What follows belongs to an exercise in optimizing a design on an open flow for small area, a short achievable clock period and few clock cycles per item; a production flow would make more cautious choices. RTL that was checked went through simulation tests only; none was proved equivalent to the original. Power figures rest on the tool's default switching activity, not on a simulated workload.

==> inputs of willow <==
==> flow/design.v (excerpt) <==
module bp91_codec (
    input  wire        clk,
    input  wire        rst,
    input  wire        cmd_valid,
    output wire        cmd_ready,
    input  wire [1:0]  cmd_op,
    input  wire [11:0] cmd_len,
    input  wire        in_valid,
    output wire        in_ready,
    input  wire [7:0]  in_data,
    output wire        out_valid,
    input  wire        out_ready,
    output wire [7:0]  out_data,
    output reg         done,
    output reg  [7:0]  err_code,
    output reg  [11:0] err_info
);
Settings: LEC_CHECK=0, CAP_MARGIN=20, CORE_MARGIN=2, CORE_UTILIZATION=25, CTS_BUF_LIST=sky130_fd_sc_hd__clkbuf_8, CTS_CLUSTER_SIZE=30, PLACE_DENSITY=0.45, SLEW_MARGIN=20; clock period 12.0 ns.
standard.sh (not shown) runs the stock make flow with config.mk's settings and CLKGATE_MAP_FILE= SYNTH_SCRIPT=/design/flow/synth_recipe.tcl, a recipe that flattens the netlist after the stock synthesis.
==> flow/flow/run.sh <==
#!/bin/bash
set -euo pipefail
export SETUP_SLACK_MARGIN=8.5
bash standard.sh > flow_standard.log 2>&1
==> lagoon (differences from willow) <==
--- a/flow/design.v
+++ b/flow/design.v
@@ -54,11 +54,11 @@
     reg        dupf;
     reg [6:0]  dupidx;
     reg        finp;         
     reg        fload;
     reg        pdv;
-    reg [2:0]  pdc;
+    reg [3:0]  pdc;          
     reg [11:0] pdi;
     reg        c2v;
     reg [1:0]  c2op;
     reg        c2last;
     reg        c2has;
@@ -77,10 +77,11 @@
     reg        kpendv;
     reg [13:0] kdat;
     reg [20:0] acc;
     reg [4:0]  n;
     reg        fl;
+    reg        mp;           
     reg        menc;
     reg        half;         
     reg [13:0] cr;
     reg        crv, cr2;
     reg [2:0]  tot;          
@@ -96,23 +97,21 @@
     reg        x3v;
     reg [1:0]  x3t;
     reg [7:0]  x3dat;
     reg        zv;
     reg [1:0]  zt;
-    reg [7:0]  zdat;
+    reg [7:0]  zdat;         
+    reg [11:0] zhi;          
     reg [8:0]  q [0:QD-1];
     reg [2:0]  qwp, qrp;
     reg [2:0]  qn;
     reg        ov;
     reg [7:0]  ob;
     assign out_valid = ov;
     assign out_data  = ob;
     always @(*) begin
-        case (pdc)
-            3'd7:    err_code = 8'h13;
-            default: err_code = {5'd0, pdc};
-        endcase
+        err_code = {3'd0, pdc[3], 1'b0, pdc[2:0]};
         err_info = pdi;
     end
     function [24:0] ks25;
         input [24:0] a, c;
         reg   [24:0] g, p, gg, pp;
@@ -185,11 +184,14 @@
     wire       anyl    = |(match & lmask);
     wire       member  = !hdat[7] && anym && !hnob;
     wire       k91      = (kidx < 12'd91);
     wire       need_ins = c_load && !hnob && k91;
     wire [6:0] kidx_m1  = kidx[6:0] - 7'd1;
-    wire ds_empty = !c2v && !pv && !kv && !fl && !crv && !xv && !x2v && !x3v && !zv;
+    wire ds_empty = !c2v && !(pv && pop_ == OP_ENC) && !(kv && kop == OP_ENC) &&
+                    !(menc && (fl || n != 5'd0)) && !crv &&
+                    !(xv && xt == T_CHAR) && !(x2v && x2t == T_CHAR) &&
+                    !(x3v && x3t == T_CHAR) && !(zv && zt == T_CHAR);
     wire ins_ok   = (kidx == 12'd0) ? ds_empty : (b == kidx_m1);
     wire c2_free;
     wire c_take = hv && c2_free && !finp && (!need_ins || ins_ok) && (!hlast || !pdv);
     wire c_ins  = c_take && need_ins;
     wire [11:0] kidx_p1 = kidx + 12'd1;
@@ -250,25 +252,27 @@
     wire n_gt7  = (n > 5'd7);
     wire big13  = (acc[12:0] > 13'd88);
     wire two    = n_gt7 || (acc[13:0] > 14'd90);
     wire cr_iss  = crv && room;
     wire cr_free = !crv || (cr_iss && (half || !cr2));
-    wire ext     = menc && n_gt13 && cr_free;                  
-    wire fin_ld  = menc && fl && !n_gt13 && (n != 5'd0) && cr_free;
-    wire i_byte  = !menc && n_gt7 && room;
-    wire i_mark  = fl && room && (menc ? ((n == 5'd0) && !crv) : !n_gt7);
+    wire ext_ok  = cr_free && !mp;
+    wire ext     = menc && n_gt13 && ext_ok;                   
+    wire fdone   = fl && !mp && (menc ? (!n_gt13 && ((n == 5'd0) || cr_free)) : !n_gt7);
+    wire fin_ld  = fdone && menc && (n != 5'd0);
+    wire i_byte  = !menc && n_gt7 && room && !mp;
+    wire i_mark  = mp && room && !crv;
     wire issue   = cr_iss || i_byte || i_mark;
     wire emit    = i_byte;
-    wire clr     = fin_ld || i_mark;
+    wire clr     = fdone;
     reg  k_acc;
     always @(*) begin
         k_acc = 1'b0;
         if (kv && !fl) begin
             if (kop == OP_ENC)
-                k_acc = !khas || !n_gt13 || cr_free;
+                k_acc = !khas || !n_gt13 || ext_ok;
             else if (kop[1])
-                k_acc = (!khas && !kpendv) || !n_gt7 || (room && (n < 5'd16));
+                k_acc = (!khas && !kpendv) || !n_gt7 || (room && !mp && (n < 5'd16));
             else
                 k_acc = 1'b1;
         end
     end
     assign k_free = !kv || k_acc;
@@ -314,11 +318,23 @@
     wire [7:0]  x3_e  = ks8(es, ec);
     wire [7:0]  fs    = {1'b0, bn} ^ nd ^ 8'd92;
     wire [7:0]  fc    = {(({1'b0, bn} & nd) | ({1'b0, bn} & 8'd92) | (nd & 8'd92)), 1'b0};
     wire [7:0]  x3_f  = ks8(fs, fc);
     wire [6:0]  x3_adr = x3_e[7] ? x3_f[6:0] : x3_e[6:0];
-    wire [6:0] z_rd  = ring[zdat[6:0]];
+    reg  [6:0] zgrp [0:11];
+    reg  [6:0] z_rd;
+    integer g, k2;
+    always @(*) begin
+        z_rd = 7'd0;
+        for (g = 0; g < 12; g = g + 1) begin
+            zgrp[g] = 7'd0;
+            for (k2 = 0; k2 < 8; k2 = k2 + 1)
+                if (8 * g + k2 < 91)
+                    zgrp[g] = zgrp[g] | ({7{zdat[k2]}} & ring[8 * g + k2]);
+            z_rd = z_rd | ({7{zhi[g]}} & zgrp[g]);
+        end
+    end
     wire [7:0] w_dat = (zt == T_CHAR) ? {1'b0, z_rd} : zdat;
     wire       w_mk  = (zt == T_MARK);
     wire [8:0] qh     = q[qrp];
     wire       o_free = !ov || out_ready;
     wire       q_pop  = o_free && (qn != 3'd0);
@@ -344,11 +360,12 @@
         x2hi  <= (xt == T_CHAR) ? x_hi : {6'd0, xdat[7]};
         x2lo  <= xdat[6:0];
         x3t   <= x2t;
         x3dat <= (x2t == T_CHAR) ? {1'b0, x2_d} : {x2hi[0], x2lo};
         zt    <= x3t;
-        zdat  <= (x3t == T_CHAR) ? {1'b0, x3_adr} : x3dat;
+        zdat  <= (x3t == T_CHAR) ? (8'd1 << x3_adr[2:0]) : x3dat;
+        zhi   <= 12'd1 << x3_adr[6:3];
         if (rst) begin
             b        <= 7'd0;
             bn       <= 7'd1;
             nv       <= 1'b0;
             ia       <= 1'b0;
@@ -359,19 +376,20 @@
             alpha_ok <= 1'b0;
             errf     <= 1'b0;
             dupf     <= 1'b0;
             finp     <= 1'b0;
             pdv      <= 1'b0;
-            pdc      <= 3'd0;
+            pdc      <= 4'd0;
             pdi      <= 12'd0;
             c2v      <= 1'b0;
             pv       <= 1'b0;
             pendv    <= 1'b0;
             kv       <= 1'b0;
             acc      <= 21'd0;
             n        <= 5'd0;
             fl       <= 1'b0;
+            mp       <= 1'b0;
             menc     <= 1'b0;
             half     <= 1'b0;
             crv      <= 1'b0;
             tot      <= 3'd0;
             room     <= 1'b1;
@@ -456,11 +474,11 @@
                     if (fin_slow) begin
                         finp  <= 1'b1;
                         fload <= c_load;
                         pdi   <= (c_load && !hnob) ? kidx_p1 : 12'd0;
                     end else begin
-                        pdc  <= alpha_ok ? 3'd0 : 3'd7;
+                        pdc  <= alpha_ok ? 4'd0 : 4'b1011;
                         pdi  <= 12'd0;
                         errf <= 1'b0;
                         dupf <= 1'b0;
                     end
                 end
@@ -470,27 +488,27 @@
                 errf <= 1'b0;
                 dupf <= 1'b0;
                 if (fload) begin
                     alpha_ok <= 1'b0;
                     if (pdi != 12'd91) begin
-                        pdc <= 3'd1;
+                        pdc <= 4'd1;
                     end else if (errf) begin
-                        pdc <= 3'd2;
+                        pdc <= 4'd2;
                         pdi <= eidx;
                     end else if (dupf) begin
-                        pdc <= 3'd3;
+                        pdc <= 4'd3;
                         pdi <= {5'd0, dupidx};
                     end else begin
-                        pdc <= 3'd0;
+                        pdc <= 4'd0;
                         pdi <= 12'd0;
                         alpha_ok <= 1'b1;
                     end
                 end else if (errf) begin
-                    pdc <= e7 ? 3'd4 : 3'd5;
+                    pdc <= e7 ? 4'd4 : 4'd5;
                     pdi <= eidx;
                 end else begin
-                    pdc <= 3'd0;
+                    pdc <= 4'd0;
                 end
             end
             if (c2_free) begin
                 c2v    <= c_take && (c_enc ? (alpha_ok || hlast) :
                                      (hlast || (c_dec && alpha_ok && member)));
@@ -556,14 +574,17 @@
                     half <= 1'b0;
                 end else begin
                     half <= 1'b1;
                 end
             end
+            if (i_mark)
+                mp <= 1'b0;
             if (clr) begin
                 acc  <= 21'd0;
                 n    <= 5'd0;
-                if (i_mark) fl <= 1'b0;
+                fl   <= 1'b0;
+                mp   <= 1'b1;
             end else begin
                 acc <= acc_nx;
                 n   <= n_nx;
             end
             xv  <= issue;
Settings changed: CTS_BUF_LIST sky130_fd_sc_hd__clkbuf_8 to unset, CTS_CLUSTER_SIZE 30 to unset.
==> xenon (differences from willow) <==
--- a/flow/design.v
+++ b/flow/design.v
@@ -43,22 +43,21 @@
     reg        hv, tv;
     reg [1:0]  hop, top_;
     reg        hlast, tlast;
     reg        hnob, tnob;
     reg [7:0]  hdat, tdat;
-    reg [6:0]  hdn;          
     reg [11:0] kidx;
     reg        alpha_ok;
     reg        errf;         
     reg        e7;
     reg [11:0] eidx;
     reg        dupf;
     reg [6:0]  dupidx;
     reg        finp;         
     reg        fload;
     reg        pdv;
-    reg [2:0]  pdc;
+    reg [3:0]  pdc;          
     reg [11:0] pdi;
     reg        c2v;
     reg [1:0]  c2op;
     reg        c2last;
     reg        c2has;
@@ -77,42 +76,44 @@
     reg        kpendv;
     reg [13:0] kdat;
     reg [20:0] acc;
     reg [4:0]  n;
     reg        fl;
+    reg        mp;           
     reg        menc;
     reg        half;         
     reg [13:0] cr;
     reg        crv, cr2;
+    reg        crl;          
     reg [2:0]  tot;          
     reg        room;         
-    reg        xv;
+    reg        xv, xe, x2e, x3e, ze;
     reg [1:0]  xt;
     reg        xsel;
     reg [13:0] xdat;
+    reg [16:0] xdat5;        
     reg        x2v;
     reg [1:0]  x2t;
     reg        x2sel;
     reg [6:0]  x2hi, x2lo;
     reg        x3v;
     reg [1:0]  x3t;
     reg [7:0]  x3dat;
     reg        zv;
     reg [1:0]  zt;
-    reg [7:0]  zdat;
-    reg [8:0]  q [0:QD-1];
+    reg [7:0]  zdat;         
+    reg [11:0] zhi;          
+    reg [9:0]  q [0:QD-1];      
     reg [2:0]  qwp, qrp;
     reg [2:0]  qn;
     reg        ov;
+    reg        obe;          
     reg [7:0]  ob;
     assign out_valid = ov;
     assign out_data  = ob;
     always @(*) begin
-        case (pdc)
-            3'd7:    err_code = 8'h13;
-            default: err_code = {5'd0, pdc};
-        endcase
+        err_code = {3'd0, pdc[3], 1'b0, pdc[2:0]};
         err_info = pdi;
     end
     function [24:0] ks25;
         input [24:0] a, c;
         reg   [24:0] g, p, gg, pp;
@@ -171,25 +172,25 @@
         end
         for (i = 0; i < 16; i = i + 1)
             gt_l[i] = (kl > i);
         pos = 7'd0;
         for (i = 0; i < 91; i = i + 1) begin
-            if (i < 46)
-                match[i] = (ring[i] == hdat[6:0]);
-            else
-                match[i] = (ring[i] == ~hdn);
+            match[i] = (ring[i] == hdat[6:0]);
             lmask[i] = gt_h[i / 16] | (eq_h[i / 16] & gt_l[i % 16]);
             if (match[i]) pos = pos | i[6:0];
         end
     end
     wire       anym    = |match;
     wire       anyl    = |(match & lmask);
     wire       member  = !hdat[7] && anym && !hnob;
     wire       k91      = (kidx < 12'd91);
     wire       need_ins = c_load && !hnob && k91;
     wire [6:0] kidx_m1  = kidx[6:0] - 7'd1;
-    wire ds_empty = !c2v && !pv && !kv && !fl && !crv && !xv && !x2v && !x3v && !zv;
+    wire ds_empty = !c2v && !(pv && pop_ == OP_ENC) && !(kv && kop == OP_ENC) &&
+                    !(menc && (fl || n != 5'd0)) && !crv &&
+                    !(xv && xt == T_CHAR) && !(x2v && x2t == T_CHAR) &&
+                    !(x3v && x3t == T_CHAR) && !(zv && zt == T_CHAR);
     wire ins_ok   = (kidx == 12'd0) ? ds_empty : (b == kidx_m1);
     wire c2_free;
     wire c_take = hv && c2_free && !finp && (!need_ins || ins_ok) && (!hlast || !pdv);
     wire c_ins  = c_take && need_ins;
     wire [11:0] kidx_p1 = kidx + 12'd1;
@@ -250,25 +251,33 @@
     wire n_gt7  = (n > 5'd7);
     wire big13  = (acc[12:0] > 13'd88);
     wire two    = n_gt7 || (acc[13:0] > 14'd90);
     wire cr_iss  = crv && room;
     wire cr_free = !crv || (cr_iss && (half || !cr2));
-    wire ext     = menc && n_gt13 && cr_free;                  
-    wire fin_ld  = menc && fl && !n_gt13 && (n != 5'd0) && cr_free;
-    wire i_byte  = !menc && n_gt7 && room;
-    wire i_mark  = fl && room && (menc ? ((n == 5'd0) && !crv) : !n_gt7);
+    wire ext_ok  = cr_free && !mp;
+    wire ext     = menc && n_gt13 && ext_ok;                   
+    wire i_byte  = !menc && n_gt7 && room && !mp && !crv;
+    wire cr_done = cr_iss && (half || !cr2);                   
+    wire last_b  = fl && i_byte && (n < 5'd16);                
+    wire fdone   = fl && !mp && (menc ? (!n_gt13 && ((n == 5'd0) || cr_free)) :
+                                        (!n_gt7 || last_b));
+    wire fin_ld  = fdone && menc && (n != 5'd0);               
+    wire emb_cr  = fdone && menc && (n == 5'd0) && crv && !cr_done;
+    wire need_mk = fdone && !fin_ld && !emb_cr && !last_b;
+    wire i_mark  = mp && room && !crv;
     wire issue   = cr_iss || i_byte || i_mark;
+    wire it_end  = (cr_done && crl) || last_b;
     wire emit    = i_byte;
-    wire clr     = fin_ld || i_mark;
+    wire clr     = fdone;
     reg  k_acc;
     always @(*) begin
         k_acc = 1'b0;
         if (kv && !fl) begin
             if (kop == OP_ENC)
-                k_acc = !khas || !n_gt13 || cr_free;
+                k_acc = !khas || !n_gt13 || ext_ok;
             else if (kop[1])
-                k_acc = (!khas && !kpendv) || !n_gt7 || (room && (n < 5'd16));
+                k_acc = (!khas && !kpendv) || !n_gt7 || (room && !mp && !crv && (n < 5'd16));
             else
                 k_acc = 1'b1;
         end
     end
     assign k_free = !kv || k_acc;
@@ -283,22 +292,17 @@
     wire [4:0]  kk     = ext ? (big13 ? 5'd13 : 5'd14) : (emit ? 5'd8 : 5'd0);
     wire [4:0]  n_sub  = n - kk;
     wire [4:0]  n_nx   = !k_ins ? n_sub :
                          (kop == OP_ENC) ? (n_sub + 5'd8) :
                          khas ? (n_sub + (k_is13 ? 5'd13 : 5'd14)) : 5'd8;
-    wire [24:0] ma = {11'd0, xdat} << 11;
-    wire [24:0] mb = {11'd0, xdat} << 9;
-    wire [24:0] mc = {11'd0, xdat} << 8;
-    wire [24:0] md = {11'd0, xdat} << 6;
+    wire [24:0] ma = {8'd0, xdat5} << 9;
+    wire [24:0] md = {8'd0, xdat5} << 6;
     wire [24:0] me = {11'd0, xdat};
-    wire [24:0] ms1 = ma ^ mb ^ mc;
-    wire [24:0] mc1 = {((ma & mb) | (ma & mc) | (mb & mc)), 1'b0};
-    wire [24:0] ms2 = md ^ me ^ ms1;
-    wire [24:0] mc2 = {((md & me) | (md & ms1) | (me & ms1)), 1'b0};
-    wire [24:0] ms3 = mc1 ^ mc2 ^ ms2;
-    wire [24:0] mc3 = {((mc1 & mc2) | (mc1 & ms2) | (mc2 & ms2)), 1'b0};
+    wire [24:0] ms3 = ma ^ md ^ me;
+    wire [24:0] mc3 = {((ma & md) | (ma & me) | (md & me)), 1'b0};
     wire [24:0] x_prod = ks25(ms3, mc3);
+    wire [24:0] cr5    = ks25({9'd0, cr, 2'b00}, {11'd0, cr});
     wire [6:0]  x_hi   = x_prod[24:18];
     wire [7:0]  la = {1'b0, x2lo};
     wire [7:0]  lb = {1'b0, x2hi} << 5;
     wire [7:0]  lc = {1'b0, x2hi} << 2;
     wire [7:0]  ld = {1'b0, x2hi};
@@ -314,14 +318,26 @@
     wire [7:0]  x3_e  = ks8(es, ec);
     wire [7:0]  fs    = {1'b0, bn} ^ nd ^ 8'd92;
     wire [7:0]  fc    = {(({1'b0, bn} & nd) | ({1'b0, bn} & 8'd92) | (nd & 8'd92)), 1'b0};
     wire [7:0]  x3_f  = ks8(fs, fc);
     wire [6:0]  x3_adr = x3_e[7] ? x3_f[6:0] : x3_e[6:0];
-    wire [6:0] z_rd  = ring[zdat[6:0]];
+    reg  [6:0] zgrp [0:11];
+    reg  [6:0] z_rd;
+    integer g, k2;
+    always @(*) begin
+        z_rd = 7'd0;
+        for (g = 0; g < 12; g = g + 1) begin
+            zgrp[g] = 7'd0;
+            for (k2 = 0; k2 < 8; k2 = k2 + 1)
+                if (8 * g + k2 < 91)
+                    zgrp[g] = zgrp[g] | ({7{zdat[k2]}} & ring[8 * g + k2]);
+            z_rd = z_rd | ({7{zhi[g]}} & zgrp[g]);
+        end
+    end
     wire [7:0] w_dat = (zt == T_CHAR) ? {1'b0, z_rd} : zdat;
     wire       w_mk  = (zt == T_MARK);
-    wire [8:0] qh     = q[qrp];
+    wire [9:0] qh     = q[qrp];
     wire       o_free = !ov || out_ready;
     wire       q_pop  = o_free && (qn != 3'd0);
     wire       o_xfer = ov && out_ready;
     wire [1:0] gone   = {1'b0, o_xfer} + {1'b0, q_pop && qh[8]};
     wire push_zero;
@@ -335,20 +351,26 @@
     wire       push_nob  = !in_fire;
     always @(posedge clk) begin
         for (i = 1; i < 91; i = i + 1) ring[i] <= ring[i-1];
         ring[0] <= c_ins ? hdat[6:0] : ring[90];
         xt    <= i_mark ? T_MARK : (i_byte ? T_BYTE : T_CHAR);
+        xe    <= it_end;
+        x2e   <= xe;
+        x3e   <= x2e;
+        ze    <= x3e;
         xsel  <= half;
         xdat  <= i_byte ? {6'd0, acc[7:0]} : cr;
+        xdat5 <= cr5[16:0];
         x2t   <= xt;
         x2sel <= xsel;
         x2hi  <= (xt == T_CHAR) ? x_hi : {6'd0, xdat[7]};
         x2lo  <= xdat[6:0];
         x3t   <= x2t;
         x3dat <= (x2t == T_CHAR) ? {1'b0, x2_d} : {x2hi[0], x2lo};
         zt    <= x3t;
-        zdat  <= (x3t == T_CHAR) ? {1'b0, x3_adr} : x3dat;
+        zdat  <= (x3t == T_CHAR) ? (8'd1 << x3_adr[2:0]) : x3dat;
+        zhi   <= 12'd1 << x3_adr[6:3];
         if (rst) begin
             b        <= 7'd0;
             bn       <= 7'd1;
             nv       <= 1'b0;
             ia       <= 1'b0;
@@ -359,19 +381,20 @@
             alpha_ok <= 1'b0;
             errf     <= 1'b0;
             dupf     <= 1'b0;
             finp     <= 1'b0;
             pdv      <= 1'b0;
-            pdc      <= 3'd0;
+            pdc      <= 4'd0;
             pdi      <= 12'd0;
             c2v      <= 1'b0;
             pv       <= 1'b0;
             pendv    <= 1'b0;
             kv       <= 1'b0;
             acc      <= 21'd0;
             n        <= 5'd0;
             fl       <= 1'b0;
+            mp       <= 1'b0;
             menc     <= 1'b0;
             half     <= 1'b0;
             crv      <= 1'b0;
             tot      <= 3'd0;
             room     <= 1'b1;
@@ -410,26 +433,24 @@
                 ilast <= (irem == 12'd2);
                 if (ilast) ia <= 1'b0;
             end
             if (c_take) begin
                 if (tv) begin
-                    hop <= top_; hlast <= tlast; hnob <= tnob; hdat <= tdat; hdn <= ~tdat[6:0];
+                    hop <= top_; hlast <= tlast; hnob <= tnob; hdat <= tdat;
                     if (in_push) begin
                         top_ <= push_op; tlast <= push_last; tnob <= push_nob; tdat <= in_data;
                     end else begin
                         tv <= 1'b0;
                     end
                 end else begin
                     hv <= in_push;
                     hop <= push_op; hlast <= push_last; hnob <= push_nob; hdat <= in_data;
-                    hdn <= ~in_data[6:0];
                 end
             end else if (in_push) begin
                 if (!hv) begin
                     hv <= 1'b1;
                     hop <= push_op; hlast <= push_last; hnob <= push_nob; hdat <= in_data;
-                    hdn <= ~in_data[6:0];
                 end else begin
                     tv <= 1'b1;
                     top_ <= push_op; tlast <= push_last; tnob <= push_nob; tdat <= in_data;
                 end
             end
@@ -456,11 +477,11 @@
                     if (fin_slow) begin
                         finp  <= 1'b1;
                         fload <= c_load;
                         pdi   <= (c_load && !hnob) ? kidx_p1 : 12'd0;
                     end else begin
-                        pdc  <= alpha_ok ? 3'd0 : 3'd7;
+                        pdc  <= alpha_ok ? 4'd0 : 4'b1011;
                         pdi  <= 12'd0;
                         errf <= 1'b0;
                         dupf <= 1'b0;
                     end
                 end
@@ -470,27 +491,27 @@
                 errf <= 1'b0;
                 dupf <= 1'b0;
                 if (fload) begin
                     alpha_ok <= 1'b0;
                     if (pdi != 12'd91) begin
-                        pdc <= 3'd1;
+                        pdc <= 4'd1;
                     end else if (errf) begin
-                        pdc <= 3'd2;
+                        pdc <= 4'd2;
                         pdi <= eidx;
                     end else if (dupf) begin
-                        pdc <= 3'd3;
+                        pdc <= 4'd3;
                         pdi <= {5'd0, dupidx};
                     end else begin
-                        pdc <= 3'd0;
+                        pdc <= 4'd0;
                         pdi <= 12'd0;
                         alpha_ok <= 1'b1;
                     end
                 end else if (errf) begin
-                    pdc <= e7 ? 3'd4 : 3'd5;
+                    pdc <= e7 ? 4'd4 : 4'd5;
                     pdi <= eidx;
                 end else begin
-                    pdc <= 3'd0;
+                    pdc <= 4'd0;
                 end
             end
             if (c2_free) begin
                 c2v    <= c_take && (c_enc ? (alpha_ok || hlast) :
                                      (hlast || (c_dec && alpha_ok && member)));
@@ -543,27 +564,33 @@
             end
             if (k_acc) begin
                 menc <= (kop == OP_ENC);
                 if (klast) fl <= 1'b1;
             end
+            if (emb_cr)
+                crl <= 1'b1;
             if (ext || fin_ld) begin
                 cr   <= (ext && big13) ? {1'b0, acc[12:0]} : acc[13:0];
                 cr2  <= ext || two;
+                crl  <= fin_ld;
                 crv  <= 1'b1;
                 half <= 1'b0;
             end else if (cr_iss) begin
                 if (half || !cr2) begin
                     crv  <= 1'b0;
                     half <= 1'b0;
                 end else begin
                     half <= 1'b1;
                 end
             end
+            if (i_mark)
+                mp <= 1'b0;
             if (clr) begin
                 acc  <= 21'd0;
                 n    <= 5'd0;
-                if (i_mark) fl <= 1'b0;
+                fl   <= 1'b0;
+                mp   <= need_mk;
             end else begin
                 acc <= acc_nx;
                 n   <= n_nx;
             end
             xv  <= issue;
@@ -575,11 +602,11 @@
                 tn = tot + {2'd0, issue} - {1'd0, gone};
                 tot  <= tn;
                 room <= (tn < CD);
             end
             if (zv) begin
-                q[qwp] <= {w_mk, w_dat};
+                q[qwp] <= {ze, w_mk, w_dat};
                 qwp    <= (qwp == QD - 1) ? 3'd0 : qwp + 3'd1;
             end
             if (q_pop)
                 qrp <= (qrp == QD - 1) ? 3'd0 : qrp + 3'd1;
             qn <= qn + {2'd0, zv} - {2'd0, q_pop};
@@ -589,15 +616,20 @@
                     if (qh[8]) begin
                         done <= 1'b1;
                         pdv  <= 1'b0;
                         ov   <= 1'b0;
                     end else begin
-                        ob <= qh[7:0];
-                        ov <= 1'b1;
+                        ob  <= qh[7:0];
+                        obe <= qh[9];
+                        ov  <= 1'b1;
                     end
                 end else begin
                     ov <= 1'b0;
                 end
             end
+            if (o_xfer && obe) begin
+                done <= 1'b1;
+                pdv  <= 1'b0;
+            end
         end
     end
 endmodule
Settings changed: CORE_UTILIZATION 25 to 42, CTS_BUF_LIST sky130_fd_sc_hd__clkbuf_8 to unset, CTS_CLUSTER_DIAMETER set to 100, CTS_CLUSTER_SIZE 30 to 24, PLACE_DENSITY 0.45 to 0.62.
==> comparison table <==
                                                                          willow          lagoon           xenon
Number of antenna violations at the first check in global routing              22               2               2
Final HPWL DP                                                              160 mm          109 mm          104 mm
Distinct cell type count of the synthesized netlist                            90              89              97
R2R cell count                                                                 14              10               7
Power Clock                                                               3340 uW         3600 uW         1970 uW
Sequential Power                                                          3880 uW         4080 uW         4060 uW
Post-layout worst setup margin                                            8.01 ns         8.32 ns         8.31 ns
Multi-input gate share of total cell area                                   0.419           0.408           0.434
Yosys reg bits                                                               1006            1020            1042
Sequential fraction of the synthesis area                                   0.480           0.492           0.494
Adder-cell share of the synthesized area                                   0.0527          0.0535          0.0460
Number of nets in the layout                                                 4875            4539            4579
Average via count per standard cell                                          5.33            4.97            6.00
Compound-gate portion of the synthesized area                               0.139           0.128           0.134
Min Tclk post-route                                                       3.99 ns         3.68 ns         3.69 ns
Number of global-route vias before repair                                   37195           34126           34047
Clock buffer count                                                            203             152              66
H-tree depth                                                                    4               3               2
Synthesized area per cell                                              10.4 sq um      10.7 sq um      10.6 sq um
Period utilisation layout                                                   0.333           0.306           0.308
Status                                                             finished clean  finished clean  finished clean
Testbench counts of lagoon, summed over its fixed seeds: cycles 39,487, items 35,196.
Testbench counts of xenon, summed over its fixed seeds: cycles 39,367, items 35,196.
Function not checked in willow: the RTL went through the layout flow alone.

port drivers added, routing unchanged:
The results above use ideal ports. As a check the final layouts listed here were re-extracted and re-timed, cells and wires unchanged.
Step 1, drivers: a clkbuf_16 drives clk and a buf_2 each remaining input, both assumed.
Step 2, shift: input delay + t, output delay - t, t = (earliest + latest rising clock arrival at the registers) / 2. This alone moves slack from input paths to output paths.
a / b / c = no drivers / after step 1 / after step 2; a / b = the first two.
run	shift t [ns]	setup slack, ns	hold slack, ns	clock arrival spread, ns
willow	1.022	8.008 / 7.922 / 7.541	0.324 / 0.324 / 0.324	0.071 / 0.071
lagoon	0.819	8.323 / 8.245 / 7.770	0.327 / 0.327 / 0.327	0.069 / 0.068
xenon	0.758	8.306 / 8.273 / 7.596	0.333 / 0.333 / 0.333	0.041 / 0.041
After both steps setup and hold are still met in every run listed. For xenon, which loses most, drivers alone change the setup slack by -0.033 ns; drivers and shift together by -0.710 ns.
